This design comes from an exercise in tuning for small area, a short achievable clock period and few clock cycles on the open sky130 flow, not from production work. Function was checked by simulation only, so behaviour that the tests miss may differ from the original.

### flow/design.v
module helix_block (
    input  wire [159:0] z_in,    
    input  wire [31:0]  x0,
    input  wire [31:0]  w,
    input  wire [31:0]  x1,
    output wire [159:0] z_out
);
    function [31:0] rol;
        input [31:0] v;
        input integer n;
        begin
            rol = (v << n) | (v >> (32 - n));
        end
    endfunction
    function [159:0] half;
        input [159:0] z;
        input [31:0]  a;
        input [31:0]  b;
        reg [31:0] z0, z1, z2, z3, z4;
        begin
            z0 = z[31:0];
            z1 = z[63:32];
            z2 = z[95:64];
            z3 = z[127:96];
            z4 = z[159:128];
            z0 = z0 + (z3 ^ a);  z3 = rol(z3, 15);
            z1 = z1 + z4;        z4 = rol(z4, 25);
            z2 = z2 ^ z0;        z0 = rol(z0, 9);
            z3 = z3 ^ z1;        z1 = rol(z1, 10);
            z4 = z4 + z2;        z2 = rol(z2, 17);
            z0 = z0 ^ (z3 + b);  z3 = rol(z3, 30);
            z1 = z1 ^ z4;        z4 = rol(z4, 13);
            z2 = z2 + z0;        z0 = rol(z0, 20);
            z3 = z3 + z1;        z1 = rol(z1, 11);
            z4 = z4 ^ z2;        z2 = rol(z2, 5);
            half = {z4, z3, z2, z1, z0};
        end
    endfunction
    wire [159:0] mid = half(z_in, 32'd0, x0);
    assign z_out = half(mid, w, x1);
endmodule
module helix_core (
    input  wire         clk,
    input  wire         rst,           
    input  wire         in_valid,
    output wire         in_ready,
    input  wire [1:0]   in_op,         
    input  wire         in_dir,        
    input  wire         in_xmv,        
    input  wire [255:0] in_key,        
    input  wire [5:0]   in_klen,       
    input  wire [127:0] in_nonce,      
    input  wire [127:0] in_mac,        
    input  wire [31:0]  in_data,       
    input  wire [1:0]   in_nbytes,     
    output reg          out_valid,
    output reg  [2:0]   out_status,    
    output reg  [31:0]  out_data,
    output reg  [127:0] out_mac
);
    localparam OP_INIT   = 2'd0;
    localparam OP_WORD   = 2'd1;
    localparam OP_FINISH = 2'd2;
    localparam ST_OK    = 3'd0;
    localparam ST_VALID = 3'd1;
    localparam ST_STATE = 3'd2;
    localparam ST_AUTH  = 3'd3;
    localparam ST_ILL   = 3'd4;
    localparam PH_IDLE      = 2'd0;
    localparam PH_ACTIVE    = 2'd1;
    localparam PH_COMPLETED = 2'd2;
    localparam S_READY  = 3'd0;
    localparam S_KEYMIX = 3'd1;
    localparam S_NONCE  = 3'd2;
    localparam S_PRIME  = 3'd3;
    localparam S_MAC    = 3'd4;
    localparam [31:0] MAC_CONST = 32'h912d94f1;
    reg  [2:0]   state;
    reg  [3:0]   cnt;
    reg  [1:0]   phase;
    reg          dir;
    reg          xmv;
    reg  [127:0] expmac;
    reg  [5:0]   klen;
    reg  [1:0]   lw;           
    reg  [159:0] z;            
    reg  [255:0] k;            
    reg  [255:0] sa;           
    reg  [31:0]  ctr;
    assign in_ready = (state == S_READY);
    wire accept = in_valid && in_ready;
    wire [2:0]  j      = ctr[2:0];
    wire [31:0] kj     = k[32*j +: 32];
    wire [31:0] saj    = sa[32*j +: 32];
    wire [31:0] corr   = {31'd0, (ctr[1:0] == 2'd3) & ctr[31]};
    wire [31:0] x1_blk = saj + ctr + corr;
    wire [31:0] fin_mask = (in_nbytes == 2'd1) ? 32'h000000ff :
                           (in_nbytes == 2'd2) ? 32'h0000ffff :
                           (in_nbytes == 2'd3) ? 32'h00ffffff : 32'hffffffff;
    wire [31:0] word_mask = (in_op == OP_FINISH) ? fin_mask : 32'hffffffff;
    wire [31:0] w_in      = in_data & word_mask;
    wire [31:0] o_word    = (w_in ^ z[31:0]) & word_mask;
    wire [31:0] d_word    = dir ? o_word : w_in;
    reg  [159:0] blk_z;
    reg  [31:0]  blk_x0, blk_w, blk_x1;
    wire [159:0] blk_out;
    always @* begin
        if (state == S_KEYMIX) begin
            blk_z  = {{26'd0, klen} + 32'd64, k[127:96], k[95:64], k[63:32], k[31:0]};
            blk_x0 = 32'd0;
            blk_w  = 32'd0;
            blk_x1 = 32'd0;
        end else begin
            blk_z  = z;
            blk_x0 = kj;
            blk_x1 = x1_blk;
            if (state == S_PRIME)
                blk_w = 32'd0;
            else if (state == S_MAC)
                blk_w = {30'd0, lw};
            else
                blk_w = d_word;
        end
    end
    helix_block u_block (
        .z_in (blk_z),
        .x0   (blk_x0),
        .w    (blk_w),
        .x1   (blk_x1),
        .z_out(blk_out)
    );
    reg [255:0] key_masked;
    integer b;
    always @* begin
        for (b = 0; b < 32; b = b + 1)
            key_masked[8*b +: 8] = (b < in_klen) ? in_key[8*b +: 8] : 8'd0;
    end
    reg [255:0] sa_mix;
    reg [31:0]  n_i;
    integer i;
    always @* begin
        for (i = 0; i < 8; i = i + 1) begin
            if (i < 4)
                n_i = sa[32*i +: 32];
            else
                n_i = i - 4 - sa[32*(i-4) +: 32];
            sa_mix[32*i +: 32] = k[32*((i+4)%8) +: 32] + n_i +
                                 (((i % 4) == 1) ? {24'd0, klen, 2'b00} : 32'd0);
        end
    end
    wire [159:0] z_mix = {k[255:224],
                          k[223:192] ^ sa[127:96],
                          k[191:160] ^ sa[95:64],
                          k[159:128] ^ sa[63:32],
                          k[127:96]  ^ sa[31:0]};
    always @(posedge clk) begin
        if (rst) begin
            state      <= S_READY;
            cnt        <= 4'd0;
            phase      <= PH_IDLE;
            dir        <= 1'b0;
            xmv        <= 1'b0;
            expmac     <= 128'd0;
            klen       <= 6'd0;
            lw         <= 2'd0;
            z          <= 160'd0;
            k          <= 256'd0;
            sa         <= 256'd0;
            ctr        <= 32'd0;
            out_valid  <= 1'b0;
            out_status <= ST_OK;
            out_data   <= 32'd0;
            out_mac    <= 128'd0;
        end else begin
            out_valid <= 1'b0;
            case (state)
            S_READY: begin
                if (accept) begin
                    out_data <= 32'd0;
                    case (in_op)
                    OP_INIT: begin
                        if (in_klen > 6'd32 || (in_xmv && !in_dir)) begin
                            out_valid  <= 1'b1;
                            out_status <= (in_klen > 6'd32) ? ST_VALID : ST_ILL;
                        end else begin
                            k      <= key_masked;
                            sa     <= {128'd0, in_nonce};
                            klen   <= in_klen;
                            dir    <= in_dir;
                            xmv    <= in_xmv;
                            expmac <= in_xmv ? in_mac : 128'd0;
                            phase  <= PH_IDLE;
                            cnt    <= 4'd0;
                            state  <= S_KEYMIX;
                        end
                    end
                    OP_WORD: begin
                        out_valid <= 1'b1;
                        if (phase != PH_ACTIVE) begin
                            out_status <= ST_STATE;
                        end else begin
                            out_status <= ST_OK;
                            out_data   <= o_word;
                            z          <= blk_out;
                            ctr        <= ctr + 32'd1;
                        end
                    end
                    OP_FINISH: begin
                        if (phase != PH_ACTIVE) begin
                            out_valid  <= 1'b1;
                            out_status <= ST_STATE;
                        end else begin
                            out_data <= (in_nbytes != 2'd0) ? o_word : 32'd0;
                            lw       <= in_nbytes;
                            if (in_nbytes != 2'd0) begin
                                z   <= blk_out ^ {128'd0, MAC_CONST};
                                ctr <= ctr + 32'd1;
                            end else begin
                                z   <= z ^ {128'd0, MAC_CONST};
                            end
                            cnt   <= 4'd0;
                            state <= S_MAC;
                        end
                    end
                    default: begin
                        out_valid  <= 1'b1;
                        out_status <= ST_ILL;
                    end
                    endcase
                end
            end
            S_KEYMIX: begin
                k   <= {k[127:0],
                        k[255:128] ^ blk_out[127:0]};
                cnt <= cnt + 4'd1;
                if (cnt == 4'd7)
                    state <= S_NONCE;
            end
            S_NONCE: begin
                sa    <= sa_mix;
                z     <= z_mix;
                ctr   <= 32'd0;
                cnt   <= 4'd0;
                state <= S_PRIME;
            end
            S_PRIME: begin
                z   <= blk_out;
                ctr <= ctr + 32'd1;
                cnt <= cnt + 4'd1;
                if (cnt == 4'd7) begin
                    phase      <= PH_ACTIVE;
                    state      <= S_READY;
                    out_valid  <= 1'b1;
                    out_status <= ST_OK;
                end
            end
            S_MAC: begin
                if (cnt >= 4'd8)
                    out_mac[32*(cnt-8) +: 32] <= z[31:0];
                z   <= blk_out;
                ctr <= ctr + 32'd1;
                cnt <= cnt + 4'd1;
                if (cnt == 4'd11) begin
                    phase      <= PH_COMPLETED;
                    state      <= S_READY;
                    out_valid  <= 1'b1;
                    out_status <= (dir && xmv &&
                                   expmac != {z[31:0], out_mac[95:0]}) ? ST_AUTH : ST_OK;
                end
            end
            default: state <= S_READY;
            endcase
        end
    end
endmodule
### flow/run.sh
#!/bin/bash
# synth_recipe.tcl (not shown) runs the flow's synth.tcl, then flattens the netlist and writes it again
# the make line also repeats each setting of config.mk as NAME=value (left out here)
make -C /OpenROAD-flow-scripts/flow DESIGN_CONFIG=/design/flow/config.mk WORK_HOME=/design/flow/orfs CLKGATE_MAP_FILE= SYNTH_SCRIPT=/design/flow/synth_recipe.tcl finish
### flow/config.mk
export PLATFORM = sky130hd
export DESIGN_NAME = helix_core
export DESIGN_NICKNAME = helix_core
export VERILOG_FILES = /design/flow/design.v
export SDC_FILE = /design/flow/constraint.sdc
export NUM_CORES = 4
export LEC_CHECK = 0
export CAP_MARGIN = 20
export CORE_MARGIN = 2
export CORE_UTILIZATION = 40
export PLACE_DENSITY = 0.6
export SLEW_MARGIN = 20
### flow/constraint.sdc
create_clock -name core_clock -period 20.0 [get_ports {clk}]
set_input_delay 4.0000 -clock core_clock [delete_from_list [all_inputs] [get_ports {clk}]]
set_output_delay 4.0000 -clock core_clock [all_outputs]
set_load 0.01 [all_outputs]
==> results by group <==
Floorplan
  – IO Pins: between 700 and 800
  – Total core area: between 0.2 and 0.25 mm^2
  – Initial Util: 40.2%
  – # rows: 167
  – Die height: approximately 460 um
  – Die X: 460 um
  – Die ar.: 0.212 mm^2

Global route
  – Grt total ovfl: 0
  – Antenna violations before repair: 60
  – Total track usage: approximately half
  – Vias in the first global route: around 83,000
  – Pin count of the biggest net entering global routing: about 230
  – First-pass GRT wire length: 707,000 um

Clocking
  – Clock Path Buffers: 3
  – CTS tree: yes
  – TritonCTS sink count: between 1,000 and 1,500
  – Cts repair resizes: 0
  – Clk latency of the worst-skew pair: between 0.8 and 0.9 ns
  – Reg clk slew, reported paths: ~0.070 ns
  – Hold_buf cts: 0
  – # Post-CTS Setup Buffers: 0
  – TritonCTS Buffers: about 120
  – H-Tree Depth: 3
  – CTS Root Cell: clkbuf_16

Placed design
  – Placed inst area: approximately 0.095 mm^2
  – Port bufs: a little over 700
  – Placer Congestion: 1.16
  – DP HPWL: 441,000 um
  – Pre-CTS setup slack: roughly 1.6 ns

Timing
  – Fin crit share: about 95%
  – Final setup violation count: 0
  – Final worst setup slack: ~1.0 ns
  – Worst-margin pin slew: ~1.3 ns
  – Minimum clock period: between 15 and 20 ns
  – Hold slack: 0.452 ns
  – Fmax: between 0.05 and 0.06 GHz
  – Worst slew margin: under 10%
  – Skew final: 0.0802 ns
  – Final setup TNS: 0 ns
  – RSZ-0062 raised after global routing: no
  – Slew Limit Fails: 0
  – Hold Fails Final Rpt: 0

Synthesis
  – Seq cells post-synth: 1,015
  – Most common flop cell mapped by yosys: dfxtp_1
  – Seq/Total Area, Yosys: about a quarter
  – Synth warn: 2
  – Post-Synthesis Cells: 10,300
  – Cell Area, Synth: approximately 0.083 mm^2
  – Syn avg cell area: approximately 8.1 um^2
  – Post-synth net total: between 10,000 and 15,000
  – EDFF count, synth: 0
  – Post-synth cell types: between 100 and 150
  – Post-synth ARST share: 0%

Critical path
  – Slowest cell on crit path: o21ai_0
  – R2R Setup Slk: between 1 and 1.5 ns
  – Crit path capture type: register
  – Reg2reg end: k[127]$_SDFFE_PP0P_
  – R2R depth: slightly below 60
  – CP arrival: around 20 ns
  – Kind of critical path: reg2reg
  – CP Data Required Time: roughly 21 ns
  – Worst-path maximum fanout: 45
  – Crit Reg-Reg Startpoint: state[0]$_SDFFE_PP0P_
  – Crit path launch type: register
  – Slowest stage delay, CP: 0.99 ns

Min path
  – Hold_sp: phase[0]$_SDFFE_PP0P_
  – Worst hold path class: reg2reg
  – Hold Crit Depth: 2
  – Hold EP: phase[0]$_SDFFE_PP0P_

Flow run
  – Maxcap violations: 0

Finish
  – Most common cell after layout, fill and taps aside: nor2_1
  – Final net count: about 12,000
  – Share of layout cells above drive strength 1: ~7.8%
  – Syn-to-layout area delta: 19.5%
  – Commonest non-fill, non-tap cells in the layout: 1,085 x nor2_1, 1,012 x dfxtp_1, 994 x nand2_1, 766 x ha_1, 759 x a21oi_1
  – Design area: just under 0.1 mm^2

Routing
  – Routed wire length: 537,000 um
  – Number of DRC markers in iteration 0: around 16,000
  – Antenna-violating nets left: 0
  – Total vias in the final route: 92,200
  – Vias per cell: 6.65
  – Per-cell routed wire length: slightly below 40 um
  – DR DRC count: 0
  – Drt pass-1 iters: 10

Status
  – Outcome: finished clean
## routing by layer
layer	track usage, %	vias to the layer above	wire length, um
met2	68.3	7223	214000
met3	15.2	1418	71600
li1	-	38600	-
met1	61.9	45000	203000
met5	0	-	87
met4	35.3	12	48000
## how the worst max path moves through the flow
stage / start / endpoint / slack, ns / depth (start not counted)
floorplan: state[0]$_SDFFE_PP0P_ / k[127]$_SDFFE_PP0P_ / 4.47 / 74
global placement: state[0]$_SDFFE_PP0P_ / k[127]$_SDFFE_PP0P_ / 1.09 / 54
detailed placement: state[0]$_SDFFE_PP0P_ / k[127]$_SDFFE_PP0P_ / 1.64 / 64
CTS: state[0]$_SDFFE_PP0P_ / k[127]$_SDFFE_PP0P_ / 1.56 / 64
global route: state[0]$_SDFFE_PP0P_ / k[127]$_SDFFE_PP0P_ / 0.31 / 60
finish: state[0]$_SDFFE_PP0P_ / k[127]$_SDFFE_PP0P_ / 1.00 / 59
## flip-flops by register name (all words and copies together) (netlist names)
| signal | cells |
|---|---|
| k | 256 |
| lw | 2 |
| state | 3 |
| phase | 2 |
| out_status | 3 |
| xmv | 1 |
| dir | 1 |
| out_mac | 128 |
| z | 160 |
| expmac | 128 |
| ctr | 32 |
| cnt | 4 |
| klen | 6 |
| sa | 256 |
| out_data | 32 |
| out_valid | 1 |
## cells by family after synthesis
group                    count (synthesis)  share of synthesized area, %
AND/OR/NAND/NOR                       3230                          17.2
AO/OA/AOI/OAI                         2691                          22.0
XOR/XNOR                              1402                          15.3
flip-flops                            1015                          24.4
buffers and inverters                  915                          4.13
adder cells (fa/ha/maj)                810                          12.4
multiplexers                           217                          4.54
## worst max-delay path: cells and delay by family, from the launching register on
family | cells | cell delay, ns
AOI/OAI and AO/OA | 32 | 9.36
xor gates and xnor gates | 9 | 3.81
adders and majority gates | 7 | 2.74
and+or+nand+nor | 10 | 1.96
DFF | 1 | 0.72
buffers and inverters | 1 | 0.27
## synthesized netlist by cell type (70+ instances only)
| cell type | n | area [um^2] |
|---|---|---|
| a211oi_1 | 152 | 1140 |
| a21o_1 | 179 | 1340 |
| a21oi_1 | 759 | 3800 |
| a221oi_1 | 280 | 2450 |
| a222oi_1 | 120 | 1200 |
| a22oi_1 | 243 | 1820 |
| and2_1 | 73 | 457 |
| clkbuf_1 | 508 | 1910 |
| dfxtp_1 | 1015 | 20300 |
| ha_1 | 767 | 9600 |
| inv_1 | 359 | 1350 |
| mux2i_1 | 81 | 811 |
| mux4_2 | 128 | 2880 |
| nand2_1 | 997 | 3740 |
| nand2b_1 | 79 | 494 |
| nand3_1 | 246 | 1230 |
| nor2_1 | 1089 | 4090 |
| nor2b_1 | 70 | 438 |
| nor3_1 | 388 | 1940 |
| o21a_1 | 87 | 653 |
| o21ai_0 | 376 | 1880 |
| o21bai_1 | 89 | 668 |
| xnor2_1 | 602 | 5270 |
| xor2_1 | 764 | 6690 |
## metrics by stage
stage / utilization [%] / std cells
2_1_floorplan: - / 10300
3_3_place_gp: 46.0 / 13600
3_5_place_dp: 46.0 / 13600
4_1_cts: 48.0 / 13800
5_1_grt: 48.0 / 13900
6_report: 48.0 / 13900
## layout make-up
cell class / instances / area (um^2)
Timing Repair Buffer: 1107 / 10300
Tap cell: 2788 / 3490
Antenna cell: 39 / 97.6
Sequential cell: 1015 / 20300
Clock buffer: 178 / 3490
Fill cell: 20200 / 108000
Inverter: 361 / 1360
Multi-Input combinational cell: 8350 / 59900
Clock inverter: 39 / 552
Testbench counts, summed over its fixed seeds: cycles 6,944.

[re-timing with driven ports]
Ports are ideal in the flow. The routed layout listed here was re-timed in OpenROAD.
Step 1 (the two cells are an assumption about what drives the block):
set clk [get_ports {clk}]
set_driving_cell -lib_cell sky130_fd_sc_hd__clkbuf_16 $clk
set_driving_cell -lib_cell sky130_fd_sc_hd__buf_2 [delete_from_list [all_inputs] $clk]
Step 2 adds t to the input delays and takes it off the output delays; t is the mean of the earliest and latest rising clock arrival at the registers after step 1. Input paths then give back, and output paths get back, about the clock's delay inside the block.
a / b / c = ideal ports / drivers / drivers and shift; a / b = the first two.
shift t [ns]: 0.895
setup slack, ns: 1.005 / 1.005 / 1.005
worst setup path after step 2: register to register
clock arrival spread, ns: 0.080 / 0.080
worst data-port slew with drivers (ns): 0.17
After both steps this run still meets setup and hold. For this run, drivers alone change the setup slack by 0.000 ns; drivers and shift together by 0.000 ns.
